Background: an optimization exercise with open tools, aiming at small area. Do not read the settings as production practice. Only simulation tests tie the RTL to the original design; equivalence was not proved. Power figures rest on the tool's default switching activity, not on a simulated workload.

[run.sh]
#!/bin/bash
# synth_recipe.tcl (not shown) runs the flow's synth.tcl, then flattens the netlist and writes it again
# the make line also repeats each setting of config.mk as NAME=value (left out here)
make -C /OpenROAD-flow-scripts/flow DESIGN_CONFIG=/design/flow/config.mk WORK_HOME=/design/flow/orfs CLKGATE_MAP_FILE= SYNTH_SCRIPT=/design/flow/synth_recipe.tcl finish
[config.mk]
export PLATFORM = sky130hd
export DESIGN_NAME = psfc
export DESIGN_NICKNAME = psfc
export VERILOG_FILES = /design/flow/design.v
export SDC_FILE = /design/flow/constraint.sdc
export NUM_CORES = 4
export LEC_CHECK = 0
export CAP_MARGIN = 20
export CORE_MARGIN = 2
export CORE_UTILIZATION = 25
export PLACE_DENSITY = 0.35
export SLEW_MARGIN = 20
[constraint.sdc]
create_clock -name core_clock -period 25.0 [get_ports {clk}]
set_input_delay 5.0000 -clock core_clock [delete_from_list [all_inputs] [get_ports {clk}]]
set_output_delay 5.0000 -clock core_clock [all_outputs]
set_load 0.01 [all_outputs]
[design.v]
module psfc (
    input  logic        clk,
    input  logic        rst,
    input  logic [7:0]  bus_addr,
    input  logic        bus_wr,
    input  logic        bus_rd,
    input  logic [31:0] bus_wdata,
    output logic [31:0] bus_rdata,
    output logic        irq,
    output logic [7:0]  tx_data,
    output logic        tx_valid,
    input  logic        tx_ready,
    input  logic [7:0]  rx_data,
    input  logic        rx_valid,
    output logic        rx_ready,
    input  logic        lnk_err
);
    localparam logic [31:0] ID_VALUE   = 32'h5053_0001;
    localparam logic [7:0]  SYNC       = 8'hAA;
    localparam logic [7:0]  ACK_SUCCESS = 8'h80;
    localparam logic [1:0] S_IDLE   = 2'd0;
    localparam logic [1:0] S_TX     = 2'd1;
    localparam logic [1:0] S_RX     = 2'd2;
    localparam logic [1:0] S_SETTLE = 2'd3;
    localparam logic [3:0] OP_ENC_RAW  = 4'h1;
    localparam logic [3:0] OP_ENC_NUM  = 4'h2;
    localparam logic [3:0] OP_DECODE   = 4'h3;
    localparam logic [3:0] OP_XFER     = 4'h4;
    localparam logic [3:0] OP_REMOTE   = 4'h5;
    localparam logic [3:0] OP_OUTPUT   = 4'h6;
    localparam logic [3:0] OP_SET_MAXV = 4'h7;
    localparam logic [3:0] OP_SET_IMAX = 4'h8;
    localparam logic [3:0] OP_STATUS   = 4'h9;
    localparam logic [3:0] OP_RAMP     = 4'hA;
    localparam logic [3:0] OP_VALIDATE = 4'hB;
    localparam logic [3:0] OP_UNPACK   = 4'hC;
    localparam logic [2:0] E_NONE     = 3'd0;
    localparam logic [2:0] E_ENCODING = 3'd1;
    localparam logic [2:0] E_FRAME    = 3'd2;
    localparam logic [2:0] E_COMM     = 3'd3;
    localparam logic [2:0] E_NACK     = 3'd4;
    localparam logic [2:0] E_ILLEGAL  = 3'd5;
    localparam logic [2:0] E_ARGUMENT = 3'd6;
    localparam logic [3:0] D_LEN       = 4'd1;
    localparam logic [3:0] D_SYNC      = 4'd2;
    localparam logic [3:0] D_CHK       = 4'd3;
    localparam logic [3:0] D_TIMEOUT   = 4'd4;
    localparam logic [3:0] D_LINK      = 4'd5;
    localparam logic [3:0] D_NACK      = 4'd6;
    localparam logic [3:0] D_PAYLEN    = 4'd7;
    localparam logic [3:0] D_BAD_OP    = 4'd8;
    localparam logic [3:0] D_BAD_SUB   = 4'd9;
    localparam logic [3:0] D_RSVD_BITS = 4'd10;
    localparam logic [3:0] D_BAD_FLAG  = 4'd11;
    localparam logic [3:0] D_ZERO_STEP = 4'd12;
    localparam logic [3:0] D_RANGE     = 4'd13;
    localparam logic [3:0] D_BAD_FIELD = 4'd14;
    localparam logic [5:0] A_ID        = 6'h00;
    localparam logic [5:0] A_CMD       = 6'h01;
    localparam logic [5:0] A_STATUS    = 6'h02;
    localparam logic [5:0] A_CFG       = 6'h03;
    localparam logic [5:0] A_DEV_ADDR  = 6'h04;
    localparam logic [5:0] A_ARG       = 6'h05;
    localparam logic [5:0] A_PAYLEN    = 6'h06;
    localparam logic [5:0] A_RXLEN     = 6'h07;
    localparam logic [5:0] A_RX_TMO    = 6'h08;
    localparam logic [5:0] A_RAMP_FROM = 6'h09;
    localparam logic [5:0] A_RAMP_TO   = 6'h0A;
    localparam logic [5:0] A_RAMP_STEP = 6'h0B;
    localparam logic [5:0] A_RAMP_OFF  = 6'h0C;
    localparam logic [5:0] A_SETTLE    = 6'h0D;
    localparam logic [5:0] A_RAMP_POS  = 6'h0E;
    localparam logic [5:0] A_RAMP_CNT  = 6'h0F;
    localparam logic [5:0] A_ERR_INFO  = 6'h10;
    localparam logic [5:0] A_RESULT    = 6'h11;
    localparam logic [5:0] A_DEC_HDR   = 6'h12;
    localparam logic [5:0] A_DEC_FLAGS = 6'h13;
    localparam logic [5:0] A_CUR_MEAS  = 6'h14;
    localparam logic [5:0] A_VOLT_MEAS = 6'h15;
    localparam logic [5:0] A_IMAX      = 6'h16;
    localparam logic [5:0] A_VMAX      = 6'h17;
    localparam logic [5:0] A_VSET      = 6'h18;
    localparam logic [5:0] A_TXBUF     = 6'h20;    
    localparam logic [5:0] A_RXBUF     = 6'h28;    
    localparam logic [5:0] A_PAYBUF    = 6'h30;    
    function automatic logic [7:0] checksum25(input logic [207:0] f);
        logic [7:0] s;
        s = 8'd0;
        for (int i = 0; i < 25; i++) s = s + f[8*i +: 8];
        checksum25 = s;
    endfunction
    function automatic logic [4:0] nbytes(input logic [31:0] v);
        if (v[31:24] != 8'd0)      nbytes = 5'd4;
        else if (v[23:16] != 8'd0) nbytes = 5'd3;
        else if (v[15:8] != 8'd0)  nbytes = 5'd2;
        else                       nbytes = 5'd1;
    endfunction
    function automatic logic [207:0] build_frame(input logic [7:0] dev,
                                                 input logic [7:0] sub,
                                                 input logic [175:0] pay);
        logic [207:0] f;
        f = {8'd0, pay, sub, dev, SYNC};
        f[207:200] = checksum25(f);
        build_frame = f;
    endfunction
    function automatic logic sub_in_set(input logic [7:0] s);
        sub_in_set = (s == 8'h20) || (s == 8'h21) || (s == 8'h22) ||
               (s == 8'h23) || (s == 8'h24) || (s == 8'h26);
    endfunction
    logic [31:0]  cmd_q;
    logic [1:0]   st;
    logic         done, fv, busy_wr, stray;
    logic [2:0]   err;
    logic [1:0]   cfg;               
    logic [7:0]   dev_addr;
    logic [31:0]  arg;
    logic [4:0]   paylen;
    logic [4:0]   rxlen;
    logic [31:0]  rx_timeout;
    logic [31:0]  ramp_from, ramp_to, ramp_step, ramp_offset, settle;
    logic [31:0]  ramp_pos, ramp_cnt;
    logic [3:0]   ei_detail;
    logic [7:0]   ei_sub;
    logic [3:0]   ei_op;
    logic [31:0]  result;
    logic [31:0]  dec_hdr;
    logic [7:0]   chk_calc, chk_rcv;
    logic         chk_ok, ack_ok, out_on;
    logic [15:0]  cur_meas;
    logic [31:0]  volt_meas;
    logic [15:0]  imax;
    logic [31:0]  vmax, vset;
    logic [207:0] txbuf;             
    logic [207:0] rxbuf;             
    logic [175:0] paybuf;            
    logic [3:0]   opr;
    logic [4:0]   txidx;
    logic         rxw;
    logic [31:0]  tmr;
    logic [31:0]  scnt;
    logic [31:0]  r_t, r_s, r_o, r_d;
    logic         r_up;
    logic [31:0]  r_v, r_c;
    logic         r_final;
    wire [5:0]  wa   = bus_addr[7:2];
    wire        busy = (st != S_IDLE);
    wire addr_is_reg = (wa <= A_VSET) ||
                       (wa >= A_TXBUF  && wa <= A_TXBUF + 6'd6) ||
                       (wa >= A_RXBUF  && wa <= A_RXBUF + 6'd6) ||
                       (wa >= A_PAYBUF && wa <= A_PAYBUF + 6'd5);
    wire        host_wr = bus_wr && !busy && (wa != A_STATUS);
    wire        accept  = host_wr && (wa == A_CMD);
    wire [3:0]  c_op   = bus_wdata[3:0];
    wire        c_buf  = bus_wdata[4];
    wire [7:0]  c_sub  = bus_wdata[15:8];
    wire [4:0]  c_off  = bus_wdata[20:16];
    wire [2:0]  c_wid  = bus_wdata[23:21];
    wire        c_rsvd = (bus_wdata[7:5] != 3'd0) || (bus_wdata[31:24] != 8'd0);
    wire          rx_store = rxw && (rxlen < 5'd26) && rx_valid;
    logic [207:0] rxbuf_nx;
    always_comb begin
        rxbuf_nx = rxbuf;
        if (rx_store) rxbuf_nx[8*rxlen +: 8] = rx_data;
    end
    wire [4:0] rxlen_nx = rxlen + {4'd0, rx_store};
    wire [7:0] dc_calc   = checksum25(rxbuf_nx);
    wire [7:0] dc_rcv    = rxbuf_nx[207:200];
    wire       dc_chk_ok = (dc_calc == dc_rcv);
    wire       dc_sync   = (rxbuf_nx[7:0] == SYNC);
    wire       dc_chkbad = cfg[0] && !dc_chk_ok;
    wire       dc_ack_ok = (rxbuf_nx[31:24] == ACK_SUCCESS);
    wire [7:0] tx_calc = checksum25(txbuf);
    wire [207:0] up_buf = c_buf ? txbuf : rxbuf;
    wire [5:0]   up_end = {1'b0, c_off} + {3'd0, c_wid};
    wire         up_bad = (c_wid == 3'd0) || (c_wid > 3'd4) || (up_end > 6'd26);
    logic [31:0] up_val;
    always_comb begin
        up_val = 32'd0;
        for (int i = 0; i < 4; i++) begin
            if (i < c_wid && ({1'b0, c_off} + 6'(i)) < 6'd26)
                up_val[8*i +: 8] = up_buf[8*(c_off + 5'(i)) +: 8];
        end
    end
    logic       x_end, x_fail, x_to_rx;
    logic [3:0] x_det;
    wire [32:0] tmr_inc = {1'b0, tmr} + 33'd1;
    always_comb begin
        x_end   = 1'b0;
        x_fail  = 1'b0;
        x_det   = 4'd0;
        x_to_rx = 1'b0;
        if (st == S_TX) begin
            if (lnk_err) begin
                x_end = 1'b1; x_fail = 1'b1; x_det = D_LINK;
            end else if (tx_ready && txidx == 5'd25) begin
                if (rxlen_nx == 5'd26) x_end = 1'b1;
                else                   x_to_rx = 1'b1;
            end
        end else if (st == S_RX) begin
            if (lnk_err) begin
                x_end = 1'b1; x_fail = 1'b1; x_det = D_LINK;
            end else if (rxlen_nx == 5'd26) begin
                x_end = 1'b1;
            end else if (rx_timeout != 32'd0 && tmr_inc >= {1'b0, rx_timeout}) begin
                x_end = 1'b1; x_fail = 1'b1; x_det = D_TIMEOUT;
            end
        end
    end
    logic [7:0] ctx_sub;
    always_comb begin
        case (opr)
            OP_XFER:     ctx_sub = txbuf[23:16];
            OP_REMOTE:   ctx_sub = 8'h20;
            OP_OUTPUT:   ctx_sub = 8'h21;
            OP_SET_MAXV: ctx_sub = 8'h22;
            OP_SET_IMAX: ctx_sub = 8'h24;
            OP_STATUS:   ctx_sub = 8'h26;
            default:     ctx_sub = 8'h23;
        endcase
    end
    wire         rs_first = accept;    
    wire [31:0]  rs_v  = rs_first ? ramp_from : (st == S_SETTLE ? r_v : r_c);
    wire [31:0]  rs_t  = rs_first ? ramp_to     : r_t;
    wire [31:0]  rs_s  = rs_first ? ramp_step   : r_s;
    wire [31:0]  rs_o  = rs_first ? ramp_offset : r_o;
    wire         rs_up = rs_first ? (ramp_to > ramp_from) : r_up;
    logic [31:0] rs_c;
    logic        rs_final;
    wire  [32:0] rs_sum  = {1'b0, rs_v} + {1'b0, rs_s};
    wire  [31:0] rs_diff = rs_v - rs_s;
    always_comb begin
        if (rs_up) begin
            if (rs_sum >= {1'b0, rs_t}) begin rs_c = rs_t;          rs_final = 1'b1; end
            else                        begin rs_c = rs_sum[31:0];  rs_final = 1'b0; end
        end else begin
            if (rs_v < rs_s || rs_diff <= rs_t) begin rs_c = rs_t;    rs_final = 1'b1; end
            else                                begin rs_c = rs_diff; rs_final = 1'b0; end
        end
    end
    wire [33:0] rs_w34   = {2'b00, rs_c} + {{2{rs_o[31]}}, rs_o};
    wire        rs_range = rs_w34[33] || rs_w34[32];
    wire [31:0] rs_w     = rs_w34[31:0];
    logic         fin;             
    logic [2:0]   fin_err;
    logic [3:0]   fin_det;
    logic [7:0]   fin_sub;
    logic         do_build;        
    logic [7:0]   bld_sub;
    logic [175:0] bld_pay;
    logic         do_pay;          
    logic [4:0]   bld_len;
    logic         do_start;        
    logic         dec_len_fail;    
    logic         do_dec;          
    logic         dec_good;        
    logic         do_val;          
    logic         do_unpack;       
    logic         ramp_acc;        
    logic         do_rstep;        
    logic         ramp_rec;        
    logic         go_settle;
    always_comb begin
        fin = 1'b0; fin_err = E_NONE; fin_det = 4'd0; fin_sub = 8'd0;
        do_build = 1'b0; bld_sub = 8'd0; bld_pay = 176'd0;
        do_pay = 1'b0; bld_len = 5'd0;
        do_start = 1'b0;
        dec_len_fail = 1'b0; do_dec = 1'b0; dec_good = 1'b0;
        do_val = 1'b0; do_unpack = 1'b0;
        ramp_acc = 1'b0; do_rstep = 1'b0; ramp_rec = 1'b0; go_settle = 1'b0;
        if (accept) begin
            if (c_op == 4'h0 || c_op >= 4'hD) begin
                fin = 1'b1; fin_err = E_ILLEGAL; fin_det = D_BAD_OP;
            end else if (c_rsvd) begin
                fin = 1'b1; fin_err = E_ILLEGAL; fin_det = D_RSVD_BITS;
            end else begin
                case (c_op)
                    OP_ENC_RAW: begin
                        if (!sub_in_set(c_sub)) begin
                            fin = 1'b1; fin_err = E_ILLEGAL; fin_det = D_BAD_SUB; fin_sub = c_sub;
                        end else if (paylen > 5'd22) begin
                            fin = 1'b1; fin_err = E_ENCODING; fin_det = D_PAYLEN; fin_sub = c_sub;
                        end else begin
                            fin = 1'b1;
                            do_build = 1'b1; bld_sub = c_sub;
                            for (int i = 0; i < 22; i++)
                                if (i < paylen) bld_pay[8*i +: 8] = paybuf[8*i +: 8];
                        end
                    end
                    OP_ENC_NUM: begin
                        if (!sub_in_set(c_sub)) begin
                            fin = 1'b1; fin_err = E_ILLEGAL; fin_det = D_BAD_SUB; fin_sub = c_sub;
                        end else begin
                            fin = 1'b1;
                            do_build = 1'b1; bld_sub = c_sub; bld_pay = {144'd0, arg};
                            do_pay = 1'b1; bld_len = nbytes(arg);
                        end
                    end
                    OP_DECODE: begin
                        fin = 1'b1;
                        if (rxlen != 5'd26) begin
                            dec_len_fail = 1'b1; fin_err = E_FRAME; fin_det = D_LEN;
                        end else begin
                            do_dec = 1'b1;
                            if (!dc_sync)       begin fin_err = E_FRAME; fin_det = D_SYNC; end
                            else if (dc_chkbad) begin fin_err = E_FRAME; fin_det = D_CHK;  end
                            else                dec_good = 1'b1;
                        end
                    end
                    OP_XFER: begin
                        do_start = 1'b1;
                    end
                    OP_REMOTE, OP_OUTPUT: begin
                        if (arg > 32'd1) begin
                            fin = 1'b1; fin_err = E_ARGUMENT; fin_det = D_BAD_FLAG;
                            fin_sub = (c_op == OP_REMOTE) ? 8'h20 : 8'h21;
                        end else begin
                            do_build = 1'b1; bld_sub = (c_op == OP_REMOTE) ? 8'h20 : 8'h21;
                            bld_pay = {168'd0, arg[7:0]};
                            do_pay = 1'b1; bld_len = 5'd1;
                            do_start = 1'b1;
                        end
                    end
                    OP_SET_MAXV, OP_SET_IMAX: begin
                        do_build = 1'b1; bld_sub = (c_op == OP_SET_MAXV) ? 8'h22 : 8'h24;
                        bld_pay = {144'd0, arg};
                        do_pay = 1'b1; bld_len = nbytes(arg);
                        do_start = 1'b1;
                    end
                    OP_STATUS: begin
                        do_build = 1'b1; bld_sub = 8'h26; bld_pay = 176'd0;
                        do_pay = 1'b1; bld_len = 5'd0;
                        do_start = 1'b1;
                    end
                    OP_RAMP: begin
                        ramp_acc = 1'b1;
                        if (ramp_from == ramp_to) begin
                            fin = 1'b1;
                        end else if (ramp_step == 32'd0) begin
                            fin = 1'b1; fin_err = E_ARGUMENT; fin_det = D_ZERO_STEP; fin_sub = 8'h23;
                        end else begin
                            do_rstep = 1'b1;
                            if (rs_range) begin
                                fin = 1'b1; fin_err = E_ARGUMENT; fin_det = D_RANGE; fin_sub = 8'h23;
                            end else begin
                                do_build = 1'b1; bld_sub = 8'h23; bld_pay = {144'd0, rs_w};
                                do_pay = 1'b1; bld_len = nbytes(rs_w);
                                do_start = 1'b1;
                            end
                        end
                    end
                    OP_VALIDATE: begin
                        fin = 1'b1; do_val = 1'b1;
                    end
                    OP_UNPACK: begin
                        fin = 1'b1;
                        if (up_bad) begin
                            fin_err = E_ARGUMENT; fin_det = D_BAD_FIELD;
                        end else begin
                            do_unpack = 1'b1;
                        end
                    end
                    default: ;
                endcase
            end
        end else if (x_end) begin
            if (x_fail) begin
                fin = 1'b1; fin_err = E_COMM; fin_det = x_det; fin_sub = ctx_sub;
            end else if (opr == OP_XFER) begin
                fin = 1'b1;
            end else begin
                do_dec = 1'b1;
                if (!dc_sync) begin
                    fin = 1'b1; fin_det = D_SYNC; fin_sub = ctx_sub;
                    fin_err = (opr == OP_RAMP) ? E_COMM : E_FRAME;
                end else if (dc_chkbad) begin
                    fin = 1'b1; fin_det = D_CHK; fin_sub = ctx_sub;
                    fin_err = (opr == OP_RAMP) ? E_COMM : E_FRAME;
                end else begin
                    dec_good = 1'b1;
                    if (opr != OP_STATUS && !dc_ack_ok) begin
                        fin = 1'b1; fin_err = E_NACK; fin_det = D_NACK; fin_sub = ctx_sub;
                    end else if (opr != OP_RAMP) begin
                        fin = 1'b1;
                    end else begin
                        ramp_rec = 1'b1;
                        if (r_d != 32'd0) begin
                            go_settle = 1'b1;
                        end else if (r_final) begin
                            fin = 1'b1;
                        end else begin
                            do_rstep = 1'b1;
                        end
                    end
                end
            end
        end else if (st == S_SETTLE && scnt <= 32'd1) begin
            if (r_final) fin = 1'b1;
            else         do_rstep = 1'b1;
        end
        if (do_rstep && !accept) begin
            if (rs_range) begin
                fin = 1'b1; fin_err = E_ARGUMENT; fin_det = D_RANGE; fin_sub = 8'h23;
            end else begin
                do_build = 1'b1; bld_sub = 8'h23; bld_pay = {144'd0, rs_w};
                do_pay = 1'b1; bld_len = nbytes(rs_w);
                do_start = 1'b1;
            end
        end
    end
    wire [207:0] bld_frame = build_frame(dev_addr, bld_sub, bld_pay);
    wire [3:0]   fin_op    = accept ? c_op : opr;
    always_ff @(posedge clk) begin
        if (rst) begin
            cmd_q <= 32'd0; st <= S_IDLE;
            done <= 1'b0; fv <= 1'b0; busy_wr <= 1'b0; stray <= 1'b0; err <= E_NONE;
            cfg <= 2'd0; dev_addr <= 8'd0; arg <= 32'd0; paylen <= 5'd0; rxlen <= 5'd0;
            rx_timeout <= 32'd0; ramp_from <= 32'd0; ramp_to <= 32'd0;
            ramp_step <= 32'd500; ramp_offset <= 32'd0; settle <= 32'd0;
            ramp_pos <= 32'd0; ramp_cnt <= 32'd0;
            ei_detail <= 4'd0; ei_sub <= 8'd0; ei_op <= 4'd0;
            result <= 32'd0; dec_hdr <= 32'd0;
            chk_calc <= 8'd0; chk_rcv <= 8'd0; chk_ok <= 1'b0; ack_ok <= 1'b0; out_on <= 1'b0;
            cur_meas <= 16'd0; volt_meas <= 32'd0; imax <= 16'd0; vmax <= 32'd0; vset <= 32'd0;
            txbuf <= 208'd0; rxbuf <= 208'd0; paybuf <= 176'd0;
            opr <= 4'd0; txidx <= 5'd0; rxw <= 1'b0; tmr <= 32'd0; scnt <= 32'd0;
            r_t <= 32'd0; r_s <= 32'd0; r_o <= 32'd0; r_d <= 32'd0; r_up <= 1'b0;
            r_v <= 32'd0; r_c <= 32'd0; r_final <= 1'b0;
        end else begin
            if (bus_wr) begin
                if (wa == A_STATUS) begin
                    if (bus_wdata[1])  done    <= 1'b0;
                    if (bus_wdata[16]) busy_wr <= 1'b0;
                    if (bus_wdata[17]) stray   <= 1'b0;
                end else if (busy) begin
                    if (addr_is_reg) busy_wr <= 1'b1;
                end else begin
                    case (wa)
                        A_CFG:       cfg         <= bus_wdata[1:0];
                        A_DEV_ADDR:  dev_addr    <= bus_wdata[7:0];
                        A_ARG:       arg         <= bus_wdata;
                        A_PAYLEN:    paylen      <= bus_wdata[4:0];
                        A_RXLEN:     rxlen       <= bus_wdata[4:0];
                        A_RX_TMO:    rx_timeout  <= bus_wdata;
                        A_RAMP_FROM: ramp_from   <= bus_wdata;
                        A_RAMP_TO:   ramp_to     <= bus_wdata;
                        A_RAMP_STEP: ramp_step   <= bus_wdata;
                        A_RAMP_OFF:  ramp_offset <= bus_wdata;
                        A_SETTLE:    settle      <= bus_wdata;
                        6'h20: txbuf[31:0]    <= bus_wdata;
                        6'h21: txbuf[63:32]   <= bus_wdata;
                        6'h22: txbuf[95:64]   <= bus_wdata;
                        6'h23: txbuf[127:96]  <= bus_wdata;
                        6'h24: txbuf[159:128] <= bus_wdata;
                        6'h25: txbuf[191:160] <= bus_wdata;
                        6'h26: txbuf[207:192] <= bus_wdata[15:0];
                        6'h28: rxbuf[31:0]    <= bus_wdata;
                        6'h29: rxbuf[63:32]   <= bus_wdata;
                        6'h2A: rxbuf[95:64]   <= bus_wdata;
                        6'h2B: rxbuf[127:96]  <= bus_wdata;
                        6'h2C: rxbuf[159:128] <= bus_wdata;
                        6'h2D: rxbuf[191:160] <= bus_wdata;
                        6'h2E: rxbuf[207:192] <= bus_wdata[15:0];
                        6'h30: paybuf[31:0]    <= bus_wdata;
                        6'h31: paybuf[63:32]   <= bus_wdata;
                        6'h32: paybuf[95:64]   <= bus_wdata;
                        6'h33: paybuf[127:96]  <= bus_wdata;
                        6'h34: paybuf[159:128] <= bus_wdata;
                        6'h35: paybuf[175:160] <= bus_wdata[15:0];
                        default: ;
                    endcase
                end
            end
            if (rx_valid) begin
                if (rx_store) begin
                    rxbuf <= rxbuf_nx;
                    rxlen <= rxlen_nx;
                end else begin
                    stray <= 1'b1;
                end
            end
            if (accept) begin
                cmd_q <= bus_wdata;
                opr   <= c_op;
                done  <= 1'b0;
                err   <= E_NONE;
                ei_detail <= 4'd0; ei_sub <= 8'd0; ei_op <= 4'd0;
            end
            if (ramp_acc) begin
                r_t <= ramp_to; r_s <= ramp_step; r_o <= ramp_offset; r_d <= settle;
                r_v <= ramp_from; ramp_pos <= ramp_from; ramp_cnt <= 32'd0;
                r_up <= (ramp_to > ramp_from);
            end
            if (do_build) txbuf <= bld_frame;
            if (do_pay) begin
                paybuf <= bld_pay;
                paylen <= bld_len;
            end
            if (dec_len_fail) fv <= 1'b0;
            if (do_dec) begin
                fv       <= 1'b0;
                chk_calc <= dc_calc;
                chk_rcv  <= dc_rcv;
                chk_ok   <= dc_chk_ok;
            end
            if (dec_good) begin
                fv        <= 1'b1;
                dec_hdr   <= {rxbuf_nx[79:72], rxbuf_nx[31:24], rxbuf_nx[23:16], rxbuf_nx[15:8]};
                ack_ok    <= dc_ack_ok;
                out_on    <= !(rxbuf_nx[79:72] == 8'd0 || rxbuf_nx[79:72] == 8'd128);
                cur_meas  <= rxbuf_nx[39:24];
                volt_meas <= rxbuf_nx[71:40];
                imax      <= rxbuf_nx[95:80];
                vmax      <= rxbuf_nx[127:96];
                vset      <= rxbuf_nx[159:128];
            end
            if (do_val) begin
                if (c_buf) begin
                    chk_calc <= tx_calc;
                    chk_rcv  <= txbuf[207:200];
                    chk_ok   <= (tx_calc == txbuf[207:200]);
                end else begin
                    chk_calc <= dc_calc;
                    chk_rcv  <= dc_rcv;
                    chk_ok   <= dc_chk_ok;
                end
            end
            if (do_unpack) result <= up_val;
            if (st == S_TX && tx_ready && !lnk_err) txidx <= txidx + 5'd1;
            if (x_to_rx) tmr <= 32'd0;
            if (st == S_RX && !x_end) tmr <= tmr + 32'd1;
            if (x_end) rxw <= 1'b0;
            if (ramp_rec) begin
                ramp_cnt <= ramp_cnt + 32'd1;
                ramp_pos <= r_c;
                r_v      <= r_c;
            end
            if (go_settle) scnt <= r_d;
            if (st == S_SETTLE) scnt <= (scnt > 32'd1) ? scnt - 32'd1 : 32'd0;
            if (do_rstep) begin
                r_c     <= rs_c;
                r_final <= rs_final;
            end
            if (do_start) begin
                rxbuf <= 208'd0;
                rxlen <= 5'd0;
                rxw   <= 1'b1;
                txidx <= 5'd0;
                tmr   <= 32'd0;
            end
            if (fin) begin
                done <= 1'b1;
                err  <= fin_err;
                if (fin_err != E_NONE) begin
                    ei_detail <= fin_det;
                    ei_sub    <= fin_sub;
                    ei_op     <= fin_op;
                end
                rxw  <= 1'b0;
                scnt <= 32'd0;
            end
            if (do_start)        st <= S_TX;
            else if (fin)        st <= S_IDLE;
            else if (go_settle)  st <= S_SETTLE;
            else if (x_to_rx)    st <= S_RX;
        end
    end
    assign irq      = done && cfg[1];
    assign tx_valid = (st == S_TX);
    assign tx_data  = (txidx < 5'd26) ? txbuf[8*txidx +: 8] : 8'd0;
    assign rx_ready = 1'b1;
    always_comb begin
        bus_rdata = 32'd0;
        case (wa)
            A_ID:        bus_rdata = ID_VALUE;
            A_CMD:       bus_rdata = cmd_q;
            A_STATUS:    bus_rdata = {14'd0, stray, busy_wr, 5'd0, 1'b0, st,
                                      1'b0, err, 1'b0, fv, done, busy};
            A_CFG:       bus_rdata = {30'd0, cfg};
            A_DEV_ADDR:  bus_rdata = {24'd0, dev_addr};
            A_ARG:       bus_rdata = arg;
            A_PAYLEN:    bus_rdata = {27'd0, paylen};
            A_RXLEN:     bus_rdata = {27'd0, rxlen};
            A_RX_TMO:    bus_rdata = rx_timeout;
            A_RAMP_FROM: bus_rdata = ramp_from;
            A_RAMP_TO:   bus_rdata = ramp_to;
            A_RAMP_STEP: bus_rdata = ramp_step;
            A_RAMP_OFF:  bus_rdata = ramp_offset;
            A_SETTLE:    bus_rdata = settle;
            A_RAMP_POS:  bus_rdata = ramp_pos;
            A_RAMP_CNT:  bus_rdata = ramp_cnt;
            A_ERR_INFO:  bus_rdata = {12'd0, ei_op, ei_sub, 4'd0, ei_detail};
            A_RESULT:    bus_rdata = result;
            A_DEC_HDR:   bus_rdata = dec_hdr;
            A_DEC_FLAGS: bus_rdata = {13'd0, out_on, ack_ok, chk_ok, chk_rcv, chk_calc};
            A_CUR_MEAS:  bus_rdata = {16'd0, cur_meas};
            A_VOLT_MEAS: bus_rdata = volt_meas;
            A_IMAX:      bus_rdata = {16'd0, imax};
            A_VMAX:      bus_rdata = vmax;
            A_VSET:      bus_rdata = vset;
            6'h20: bus_rdata = txbuf[31:0];
            6'h21: bus_rdata = txbuf[63:32];
            6'h22: bus_rdata = txbuf[95:64];
            6'h23: bus_rdata = txbuf[127:96];
            6'h24: bus_rdata = txbuf[159:128];
            6'h25: bus_rdata = txbuf[191:160];
            6'h26: bus_rdata = {16'd0, txbuf[207:192]};
            6'h28: bus_rdata = rxbuf[31:0];
            6'h29: bus_rdata = rxbuf[63:32];
            6'h2A: bus_rdata = rxbuf[95:64];
            6'h2B: bus_rdata = rxbuf[127:96];
            6'h2C: bus_rdata = rxbuf[159:128];
            6'h2D: bus_rdata = rxbuf[191:160];
            6'h2E: bus_rdata = {16'd0, rxbuf[207:192]};
            6'h30: bus_rdata = paybuf[31:0];
            6'h31: bus_rdata = paybuf[63:32];
            6'h32: bus_rdata = paybuf[95:64];
            6'h33: bus_rdata = paybuf[127:96];
            6'h34: bus_rdata = paybuf[159:128];
            6'h35: bus_rdata = {16'd0, paybuf[175:160]};
            default: bus_rdata = 32'd0;
        endcase
    end
    wire unused_rd = bus_rd;
endmodule
==> impl_metrics.ini <==
[cells_and_area]
areaGrowthSynthToFinish_pct = 16.0
largestRegisters = rxbuf x208, txbuf x208, paybuf x176
fin_nets = 13000
drive_gt1_share_pct = 11.8
fillCellCount = 42200
final_cell_area_um2 = 114000
finish.utilization_pct = 29.2

[detailed_routing]
via_per_inst = 6.19
drt-initial-drc-count = 16600
route.detailed.drc = 0
routed_wirelength_um = 843000
dr.pass1.iters = 9
wl_per_cell_um = 47.6
ant_nets = 0
vias = 110000

[floorplan]
start_util_pct = 25.1
ios = 98
row_count = 230
coreArea_um2 = 393000
die_w_um = 632
dieArea_um2 = 400000
die_h_um = 632

[logic_synthesis]
synth_top_area_cell = dfxtp_1
synth_enable_flop_cells = 0
yosysSeqAreaShare_pct = 28.3
ys_ff_latch = 1396
syn_area_per_cell_um2 = 7.99
synth_area_leaders = dfxtp_1 28%, nand2_1 8.7%, fa_1 8.5%, a21oi_1 6.1%, mux4_2 6.1%
synth_area_um2 = 98600
async_flop_share_pct = 0
synth_top_cell_area_share_pct = 28.3
synth.most_common_cell = nand2_1
syn_inst = 12300
synthTopCellsByCount = 2276 x nand2_1, 1396 x dfxtp_1, 1206 x a21oi_1, 1185 x nor2_1, 832 x clkbuf_1
ys_warn_count = 1
yosys.cell_types.count = 106
ys.flop_type = dfxtp_1

[placement]
dp_slack_ns = 0.398
dp_hpwl_um = 650000
io_buffers = 93
placed_cell_area_um2 = 108000
place_congestion = 1.06

[cts]
post_cts_buffers = 0
htree_levels = 4
path_clk_slew_ns = 0.06
cts_resized = 0
cts_buffer_depth = 4
clk_latency_ns = 1.01
clockRootBuffer = clkbuf_16
cts_sinks = 1396
cts_tree = yes
numCtsBuffers = 196
cts_hold_buf = 0

[timing]
max_slew.worst_pin.slew_ns = 1.41
fmax_mhz = 41.7
post-route-period-util_pct = 95.8
setup_viol = 0
skew_ns = 0.0984
timing.final.max_slew_violations = 0
final_hold_viol_count = 0
timing.slew.headroom_pct = 5.90
fin_ws_ns = 1.05
tns_ns = 0
fin_crit_ns = 23.95
rsz0062_at_grt = false

[status]
outcome = complete, no violations

[grt]
antenna_found_initial = 169
grt_usage_pct = 40.7
first_global_vias = 99900
gr-total-overflow = 0
grt_pass1_wl_um = 1070000
grt_max_degree = 175

[worst_setup_path]
cp_slowest_cell = o31ai_1
crit_required_ns = 25.90
arrival_ns = 24.85
critPathLaunchType = input pin
crit_top_cell = fa_1
crit_type = input pin to register
worst-path-max-fanout = 59
end_kind = register
max_stage_delay_ns = 0.89
reg2reg_depth = 60

[worst_hold_path]
whs_path_depth = 2
hold_path.class = register to register

[power_and_ir_drop]
p_leak_nw = 41.7
vdd_ir_drop_max_v = 0.0000781
power_density_nw_per_um2 = 52.5
power_mw = 6.01

[job]
maxCapViolations = 0
-- area by class of cell --
cell class / instances / area, um^2 / share of cell area, %
timing repair buffer: 681 / 5510 / 4.81
clock inverter: 47 / 656 / 0.573
inverter: 581 / 2190 / 1.91
multi-input combinational: 9384 / 65500 / 57.2
tap: 5220 / 6530 / 5.71
sequential: 1396 / 28000 / 24.4
clock buffer: 303 / 5890 / 5.15
antenna: 95 / 238 / 0.208
-- per-layer routing --
| layer | vias to the layer above | routed length [um] | track usage, % |
|---|---|---|---|
| li1 | 43800 | - | - |
| met1 | 56800 | 342000 | 52.6 |
| met2 | 7455 | 339000 | 57.3 |
| met3 | 1514 | 89000 | 11.8 |
| met4 | 36 | 72300 | 29.9 |
| met5 | - | 476 | 0.386 |
-- cell families after synthesis --
| group | after synthesis | synth area share, % |
|---|---|---|
| muxes | 560 | 9.15 |
| AOI/OAI and AO/OA | 3235 | 21.6 |
| and+or+nand+nor | 4574 | 19.8 |
| DFF | 1396 | 28.3 |
| adders and majority gates | 723 | 12.4 |
| xor gates and xnor gates | 288 | 2.62 |
| buffers and inverters | 1566 | 6.09 |
| other | 2 | 0.00761 |
-- per-stage QoR --
| stage | hold WS [ns] | std cells |
|---|---|---|
| 2_1_floorplan | 0.427 | 12300 |
| 3_3_place_gp | 0.441 | 17300 |
| 3_5_place_dp | 0.447 | 17300 |
| 4_1_cts | 0.455 | 17600 |
| 5_1_grt | 0.470 | 17600 |
| 6_report | 0.454 | 17700 |
-- path summary, 6_finish.rpt --
| kind | from | slack, ns | to |
|---|---|---|---|
| hold reg to reg | r_t[27] | 0.45 | r_t[27] |
| hold / removal | r_t[27] | 0.45 | r_t[27] |
| setup / recovery | bus_addr[5] | 1.05 | txbuf[207] |
| setup reg to reg | rxlen[0] | 4.74 | txbuf[207] |
-- worst max-delay path: cells and delay by family --
kind / cells / cell delay [ns]
compound gates: 26 / 7.32
xor+xnor: 6 / 1.43
fa+ha+maj: 12 / 5.35
buf+inv: 14 / 2.50
mux: 1 / 0.15
simple gates: 11 / 3.02
-- power breakdown --
group | switching (mW) | internal [mW]
Sequential | 0.0230 | 2.23
Clock | 1.29 | 1.74
Combinational | 0.546 | 0.187
-- layout by cell type (no fill, tap or decap), drive strengths merged, types with 188 or more instances in the layout --
master	instances
clkbuf	303
o21ai	358
inv	582
nand2	2276
mux2i	221
mux4	266
nor2	1188
dfxtp	1396
a211oi	195
xnor2	215
nand3	280
buf	624
ha	300
a22oi	430
a221oi	188
a21oi	1209
fa	421

[afterwards: timing with drivers on the ports]
Ports are ideal in the flow. The routed layout listed here was re-timed in OpenROAD.
Step 1, drivers: a clkbuf_16 drives clk and a buf_2 each remaining input, both assumed.
Step 2, shift: input delay + t, output delay - t, t = (earliest + latest rising clock arrival at the registers) / 2. This alone moves slack from input paths to output paths.
Slacks: no drivers / after step 1 / after step 2; pairs: no drivers / after step 1.
shift t [ns]: 1.087
setup WS [ns]: 1.046 / 1.142 / 0.055
latest minus earliest clock arrival (ns): 0.100 / 0.100
worst slew at a driven data input, ns: 0.13
After both steps setup and hold are still met in this run. For this run, drivers alone change the setup slack by +0.096 ns; drivers and shift together by -0.991 ns.
